This design comes from an exercise in tuning for small area, a short achievable clock period and few clock cycles per item on the open sky130 flow, not from production work.
Function was checked by simulation only, so behaviour that the tests miss may differ from the original.
Power and IR drop assume default switching activity.

## config.mk

```make
export PLATFORM = sky130hd
export DESIGN_NAME = ladder_filter
export DESIGN_NICKNAME = ladder_filter
export VERILOG_FILES = /design/flow/design.v
export SDC_FILE = /design/flow/constraint.sdc
export NUM_CORES = 4
export LEC_CHECK = 0
export CAP_MARGIN = 30
export CORE_MARGIN = 2
export CORE_UTILIZATION = 40
export SLEW_MARGIN = 30
```

## design.v

```verilog
module ladder_filter (
    input  wire        clk,
    input  wire        rst,         
    input  wire        cfg_we,
    input  wire [1:0]  cfg_addr,
    input  wire [31:0] cfg_data,
    input  wire        in_valid,
    output wire        in_ready,
    input  wire [31:0] in_x,
    input  wire [31:0] in_env,
    input  wire [31:0] in_fm,
    output reg         out_valid,
    output reg  [31:0] out_y
);
    localparam signed [31:0] ONE      = 32'sd65536;
    localparam signed [31:0] C_M095   = -32'sd62259;      
    localparam signed [31:0] FC_MIN   = 32'sd327680;      
    localparam signed [31:0] FC_MAX   = 32'sd1300561920;  
    localparam signed [31:0] C_FXK    = 32'sd68866;       
    localparam signed [31:0] C_N0     = 32'sd30;          
    localparam signed [31:0] C_N1     = 32'sd405813;      
    localparam signed [31:0] C_D1     = 32'sd809917;      
    localparam signed [31:0] C_D2     = 32'sd289383;      
    localparam signed [31:0] C_K6     = 32'sd471773984;   
    localparam signed [31:0] C_K5     = 32'sd382585517;   
    localparam signed [31:0] C_K4     = 32'sd31226140;    
    localparam signed [31:0] C_K3     = 32'sd40301764;    
    localparam signed [31:0] C_K2     = 32'sd14016267;    
    localparam signed [31:0] C_K1     = 32'sd1114033;     
    localparam signed [31:0] C_INV17  = 32'sd3855;        
    localparam signed [31:0] C_4_27   = 32'sd9709;        
    localparam signed [31:0] C_HPA    = 32'sd1386;        
    localparam signed [31:0] SAT_LIM  = 32'sd98304;       
    localparam signed [31:0] CUT_RST  = 32'sd52428800;    
    localparam [4:0] S_IDLE = 5'd0,  S_E    = 5'd1,  S_LO   = 5'd2,  S_FM1  = 5'd3,
                     S_FM2  = 5'd4,  S_FC   = 5'd5,  S_FX   = 5'd6,  S_NUM  = 5'd7,
                     S_DEN1 = 5'd8,  S_DEN2 = 5'd9,  S_DEN3 = 5'd10, S_DIV  = 5'd11,
                     S_K1   = 5'd12, S_K2   = 5'd13, S_K3   = 5'd14, S_K4   = 5'd15,
                     S_K5   = 5'd16, S_G1   = 5'd17, S_G2   = 5'd18, S_G3   = 5'd19,
                     S_K    = 5'd20, S_SQ   = 5'd21, S_CU   = 5'd22, S_SAT  = 5'd23,
                     S_V    = 5'd24, S_HP   = 5'd25, S_Y1   = 5'd26, S_Y2   = 5'd27,
                     S_Y3   = 5'd28, S_Y4   = 5'd29, S_OUT  = 5'd30;
    reg [4:0] state;
    reg signed [31:0] cutoff, rs, envmod, fmamt;
    reg signed [31:0] y1, y2, y3, y4, hp;
    reg signed [31:0] x, env, fm;
    reg signed [31:0] e, off, fc, fx, num, den, t, hk, k0, g, k, sat, v, y0;
    reg        [16:0] b0;
    reg        [33:0] rem;
    reg        [4:0]  cnt;
    assign in_ready = (state == S_IDLE);
    reg  signed [31:0] ma, mb;
    wire signed [63:0] mprod = ma * mb;
    wire signed [31:0] mres  = mprod[47:16];
    wire signed [31:0] b0s = {15'd0, b0};
    always @(*) begin
        ma = 32'sd0;
        mb = 32'sd0;
        case (state)
            S_E:    begin ma = envmod;       mb = env;          end
            S_LO:   begin ma = cutoff;       mb = C_M095;       end
            S_FM1:  begin ma = fmamt;        mb = fm;           end
            S_FM2:  begin ma = t;            mb = cutoff;       end
            S_FX:   begin ma = fc;           mb = C_FXK;        end
            S_NUM:  begin ma = C_N1;         mb = fx;           end
            S_DEN1: begin ma = C_D1;         mb = fx;           end
            S_DEN2: begin ma = C_D2;         mb = fx;           end
            S_DEN3: begin ma = t;            mb = fx;           end
            S_K1:   begin ma = fx + C_K6;    mb = fx;           end
            S_K2:   begin ma = hk;           mb = fx;           end
            S_K3:   begin ma = hk;           mb = fx;           end
            S_K4:   begin ma = hk;           mb = fx;           end
            S_K5:   begin ma = hk;           mb = fx;           end
            S_G1:   begin ma = k0;           mb = C_INV17;      end
            S_G2:   begin ma = t;            mb = rs;           end
            S_G3:   begin ma = g;            mb = ONE + rs;     end
            S_K:    begin ma = k0;           mb = rs;           end
            S_SQ:   begin ma = y4;           mb = y4;           end
            S_CU:   begin ma = t;            mb = y4;           end
            S_SAT:  begin ma = C_4_27;       mb = t;            end
            S_V:    begin ma = k;            mb = sat;          end
            S_HP:   begin ma = C_HPA;        mb = v - hp;       end
            S_Y1:   begin ma = b0s;          mb = y0 - y1 + y2;         end
            S_Y2:   begin ma = b0s;          mb = y1 - (y2 <<< 1) + y3; end
            S_Y3:   begin ma = b0s;          mb = y2 - (y3 <<< 1) + y4; end
            S_Y4:   begin ma = b0s;          mb = y3 - (y4 <<< 1);      end
            S_OUT:  begin ma = g;            mb = y4;           end
            default: ;
        endcase
    end
    function signed [31:0] smax(input signed [31:0] a, input signed [31:0] b);
        smax = (a > b) ? a : b;
    endfunction
    function signed [31:0] smin(input signed [31:0] a, input signed [31:0] b);
        smin = (a < b) ? a : b;
    endfunction
    wire [33:0] rem_try = (cnt == 5'd16) ? rem : {rem[32:0], 1'b0};
    wire [33:0] den_u   = {2'b00, den};
    wire        rem_ge  = (rem_try >= den_u);
    wire signed [31:0] fc_sum = cutoff + off;
    wire signed [31:0] hp_in  = v - hp;
    always @(posedge clk) begin
        if (rst) begin
            state     <= S_IDLE;
            out_valid <= 1'b0;
            out_y     <= 32'd0;
            cutoff    <= CUT_RST;
            rs        <= 32'sd0;
            envmod    <= 32'sd0;
            fmamt     <= 32'sd0;
            y1        <= 32'sd0;
            y2        <= 32'sd0;
            y3        <= 32'sd0;
            y4        <= 32'sd0;
            hp        <= 32'sd0;
        end else begin
            out_valid <= 1'b0;
            if (cfg_we) begin
                case (cfg_addr)
                    2'd0: cutoff <= cfg_data;
                    2'd1: rs     <= cfg_data;
                    2'd2: envmod <= cfg_data;
                    2'd3: fmamt  <= cfg_data;
                endcase
            end
            case (state)
                S_IDLE: if (in_valid) begin
                    x     <= in_x;
                    env   <= in_env;
                    fm    <= in_fm;
                    state <= S_E;
                end
                S_E:  begin e <= mres; state <= S_LO; end
                S_LO: begin
                    off   <= smin(smax(e, mres), cutoff <<< 2);
                    state <= (fmamt != 32'sd0) ? S_FM1 : S_FC;
                end
                S_FM1: begin t <= mres; state <= S_FM2; end
                S_FM2: begin off <= off + (mres >>> 1); state <= S_FC; end
                S_FC: begin fc <= smin(smax(fc_sum, FC_MIN), FC_MAX); state <= S_FX; end
                S_FX:   begin fx  <= mres >>> 16;   state <= S_NUM;  end
                S_NUM:  begin num <= C_N0 + mres;   state <= S_DEN1; end
                S_DEN1: begin den <= ONE + mres;    state <= S_DEN2; end
                S_DEN2: begin t   <= mres;          state <= S_DEN3; end
                S_DEN3: begin
                    den   <= den + mres;
                    rem   <= {2'b00, num};
                    b0    <= 17'd0;
                    cnt   <= 5'd16;
                    state <= S_DIV;
                end
                S_DIV: begin
                    rem   <= rem_ge ? (rem_try - den_u) : rem_try;
                    b0    <= {b0[15:0], rem_ge};
                    cnt   <= cnt - 5'd1;
                    if (cnt == 5'd0)
                        state <= S_K1;
                end
                S_K1: begin hk <= mres - C_K5; state <= S_K2; end
                S_K2: begin hk <= mres - C_K4; state <= S_K3; end
                S_K3: begin hk <= mres + C_K3; state <= S_K4; end
                S_K4: begin hk <= mres + C_K2; state <= S_K5; end
                S_K5: begin k0 <= mres + C_K1; state <= S_G1; end
                S_G1: begin t  <= mres - ONE;  state <= S_G2; end
                S_G2: begin g  <= mres + ONE;  state <= S_G3; end
                S_G3: begin g  <= mres;        state <= S_K;  end
                S_K:  begin k  <= mres;        state <= S_SQ; end
                S_SQ: begin t <= mres; state <= S_CU; end
                S_CU: begin t <= mres; state <= S_SAT; end
                S_SAT: begin
                    if (y4 >= SAT_LIM)
                        sat <= ONE;
                    else if (y4 <= -SAT_LIM)
                        sat <= -ONE;
                    else
                        sat <= y4 - mres;
                    state <= S_V;
                end
                S_V:  begin v <= mres; state <= S_HP; end
                S_HP: begin
                    hp    <= hp + mres;
                    y0    <= x - hp_in;
                    state <= S_Y1;
                end
                S_Y1: begin y1 <= y1 + (mres <<< 1); state <= S_Y2; end
                S_Y2: begin y2 <= y2 + mres;         state <= S_Y3; end
                S_Y3: begin y3 <= y3 + mres;         state <= S_Y4; end
                S_Y4: begin y4 <= y4 + mres;         state <= S_OUT; end
                S_OUT: begin
                    out_y     <= mres <<< 1;
                    out_valid <= 1'b1;
                    state     <= S_IDLE;
                end
                default: state <= S_IDLE;
            endcase
        end
    end
endmodule
```

## constraint.sdc

```tcl
create_clock -name core_clock -period 20.0 [get_ports {clk}]
set_input_delay 4.0000 -clock core_clock [delete_from_list [all_inputs] [get_ports {clk}]]
set_output_delay 4.0000 -clock core_clock [all_outputs]
set_load 0.01 [all_outputs]
```

## run.sh

```bash
#!/bin/bash
# synth_recipe.tcl (not shown) runs the flow's synth.tcl, then flattens the netlist and writes it again
# the make line also repeats each setting of config.mk as NAME=value (left out here)
make -C /OpenROAD-flow-scripts/flow DESIGN_CONFIG=/design/flow/config.mk WORK_HOME=/design/flow/orfs CLKGATE_MAP_FILE= SYNTH_SCRIPT=/design/flow/synth_recipe.tcl finish
```

==> run summary <==
==> layout make-up <==
type                       count  share of cell area, %
timing repair buffer         481                   3.90
clock buffer                 137                   2.61
multi-input combinational   8162                   61.3
clock inverter                54                  0.654
sequential                   908                   22.4
tap                         3185                   3.71
inverter                    1555                   5.43
antenna                        6                 0.0140
==> worst max path at each step <==
stage                     cells after the start      from      end
after floorplan                              78  state[1]  off[25]
after global placement                       69  state[3]  off[29]
after detailed placement                     67  state[1]  off[30]
after CTS                                    65  state[1]  off[30]
after global routing                         72     y2[3]  off[30]
final                                        65  state[3]  off[30]
==> cell families (layout without fill, tap and decap cells) <==
| family | count (synthesis) | in the layout | synth area share [%] |
|---|---|---|---|
| simple gates | 3474 | 3474 | 16.0 |
| compound gates | 2247 | 2247 | 15.0 |
| buf+inv | 2043 | 2227 | 8.00 |
| fa+ha+maj | 1699 | 1699 | 29.2 |
| flops | 908 | 908 | 24.8 |
| xor+xnor | 622 | 622 | 5.77 |
| mux | 118 | 118 | 1.26 |
| other cells | 1 | 8 | 0.00387 |
==> cell usage in the layout (no fill, tap or decap), types with 96 or more instances in the layout <==
cell,netlist,layout
a21o_1,147,146
a21oi_1,820,818
and3_1,107,106
buf_4,9,300
clkbuf_16,0,104
clkdlybuf4s50_1,0,165
dfxtp_1,324,321
edfxtp_1,584,584
fa_1,942,942
ha_1,756,756
inv_1,1542,1542
nand2_1,1587,1581
nand3_1,182,178
nand4_1,96,96
nor2_1,846,827
nor3_1,157,145
o21ai_0,384,383
xnor2_1,475,469
xor2_1,136,125
==> power groups by stage <==
| stage | combinational (mW) | sequential, mW | clock [mW] |
|---|---|---|---|
| floorplan | 5.55 | 2.49 | 0 |
| global placement | 8.77 | 2.54 | 0 |
| detailed placement | 8.86 | 2.53 | 0 |
| CTS | 8.94 | 2.49 | 2.07 |
| global route | 9.80 | 2.50 | 2.13 |
| finish | 9.19 | 2.50 | 2.05 |
==> per-layer routing <==
layer | wire length [um] | up-vias | track usage (%)
li1 | - | 37500 | -
met1 | 171000 | 42500 | 44.5
met2 | 184000 | 4522 | 52.1
met3 | 38600 | 1004 | 6.75
met4 | 27200 | 24 | 18.1
met5 | 388 | - | 0.676
==> stage by stage <==
| stage | hold WS, ns | std cells | util (%) | setup WS, ns |
|---|---|---|---|---|
| floorplan | 0.436 | 11100 | - | 3.18 |
| global placement | 0.443 | 14300 | 43.1 | 1.07 |
| detailed placement | 0.447 | 14300 | 43.1 | 1.05 |
| CTS | 0.457 | 14500 | 44.6 | 0.974 |
| global route | 0.473 | 14500 | 44.6 | 0.0795 |
| finish | 0.456 | 14500 | 44.6 | 0.650 |
==> tightest hold or removal path: stages, from the launching register on <==
cell     delay, ns
dfxtp_1       0.31
nand2_1       0.05
a21oi_1       0.05
==> key figures <==
Synthesis
  – Most frequent cell after synthesis: nand2_1
  – Netlist Area Pre-Place: 96,900 sq um
  – Largest area contributor in the netlist: fa_1
  – Synth top cells by count: 1,587 x nand2_1, 1,542 x inv_1, 942 x fa_1, 846 x nor2_1, 820 x a21oi_1
  – Area contributors post-synth: fa_1 19%, edfxtp_1 18%, ha_1 9.8%, dfxtp_1 6.7%, nand2_1 6.1%
  – Cells after Synth: 11.1k
  – Number of flops mapped to enable cells by yosys: 584
  – Post-synth top area share: 19.5%
  – Main synth FF type: edfxtp_1
  – Yosys Warn Count: 1
  – Syn Area/Cell: 8.72 sq um
  – Asr flop ratio synth: 0%
  – Seq cells post-synth: 908
  – Netlist cell types: 113
  – Sequential fraction of the synthesis area: 24.8%

Power and ir drop
  – Peak supply drop: 0.170 mV
  – P_leak: 45.2 nW
  – Internal Power: 6.74 mW
  – Combinational share of power: 66.9%
  – Sw frac: 50.9%
  – Sw power: 6.99 mW
  – Total Power: 13.7 mW
  – PwrDens: 128 nW/um^2
  – Flop pwr share: 18.2%
  – Clock network power share: 14.9%

Detailed routing
  – Detail Route Antenna Nets: 0
  – 1st-iter DRT viols: 10.5k
  – Drt wl/cell: 29.1 um
  – Final wirelength: 421 mm
  – DRC viols: 0
  – DR vias/cell: 5.91
  – Routed vias: 85.6k
  – DRT Pass-1 Iters: 7

Place
  – Gpl congestion: 1.02
  – DP HPWL: 335 mm
  – IO Port Bufs: 166
  – Post-DP Area: 104,000 sq um

Run status
  – Status: no timing/DRC/antenna violations

Floorplanning
  – Die Span Y: 496 um
  – Chip width: 496 um
  – # rows: 180
  – Initial Utilization: 40.3%
  – Core area: 241,000 sq um
  – I/O Pins: 168
  – Die area: 246,000 sq um

Critical path
  – Worst path arrival time: 19.84 ns
  – R2R setup slack: 0.65 ns
  – Max incr delay on CP: 0.89 ns
  – Top Family by Delay on Critical Path: compound AO/OA/AOI/OAI gates
  – Buf/Inv on CP: 8
  – RR Endpoint: off[30]
  – Critical path startpoint category: register
  – CP Max Fanout: 40
  – CP Class: reg2reg
  – CP max-delay cell: a221oi_1
  – Setup crit end kind: register
  – Worst reg2reg path startpoint: state[3]
  – Worst EP required: 20.49 ns
  – Worst reg-to-reg path cell count: 65

Hold path
  – HP Start: envmod[22]
  – Worst Hold Depth: 2
  – Hold EP: envmod[22]
  – Hold crit path type: reg2reg

Clock tree
  – Clock Latency Late Sink: 0.80 ns
  – Clk buf depth: 3
  – CTS root buffer: clkbuf_16
  – CTS Hold Bufs: 0
  – Num CTS Buffers: 101
  – CTS sink cnt: 908
  – CTS-repair resized insts: 0
  – Postcts setup bufs: 0
  – Clock transition at path regs: 0.06 ns
  – CTS tree: yes
  – H-tree depth: 3

STA
  – Worst-Margin Slew: 1.14 ns
  – Final setup fails: 0
  – Fin crit period: 19.35 ns
  – Fin. Hold Viols: 0
  – Slew Limit Fails: 0
  – Clk_skew: 0.0765 ns
  – RSZ-0062 raised after global routing: false
  – Fmax: 51.7 MHz
  – Slew HR: 23.4%
  – TNS Setup: 0 ns
  – Final Cycle Share: 96.7%

Layout
  – Share of post-route cells with drive strength above 1: 6.45%
  – Reg with most FFs: rem
  – Register Area: 24,000 sq um
  – Synth-to-layout area growth: 10.9%
  – Nets: 13.0k
  – Largest register FFs: 34
  – Area of the multi-input gates: 65,900 sq um
  – # fillers: 23.4k
  – Design area: 107,000 sq um

GRT
  – Vias in the first global route: 84.3k
  – Total Routing Usage GR: 33.8%
  – Grt total ovfl: 0
  – Initial antenna violation count: 27
  – Pin count of the biggest net entering global routing: 115
  – First-pass GRT wire length: 601 mm

Flow run
  – Max cap viols: 0
Testbench counts, summed over its fixed seeds: cycles 116,488, samples 2,560.

==> afterwards: timing with drivers on the ports <==
Ports are ideal in the flow. The routed layout listed here was re-timed in OpenROAD.
Step 1, drivers: a clkbuf_16 drives clk and a buf_2 each remaining input, both assumed.
Step 2 moves the port delays by t, midway between the first and last clock arrival at a register: inputs arrive t later, outputs are due t later. That takes back most of the time a late clock gives input paths.
a / b / c = ideal ports / drivers / drivers and shift; a / b = the first two.
t (ns): 0.848
slack for setup (ns): 0.650 / 0.650 / 0.650
latest minus earliest clock arrival (ns): 0.077 / 0.076
worst data-port slew with drivers (ns): 0.09
After both steps this run still meets setup and hold. For this run, drivers alone change the setup slack by 0.000 ns; drivers and shift together by 0.000 ns.
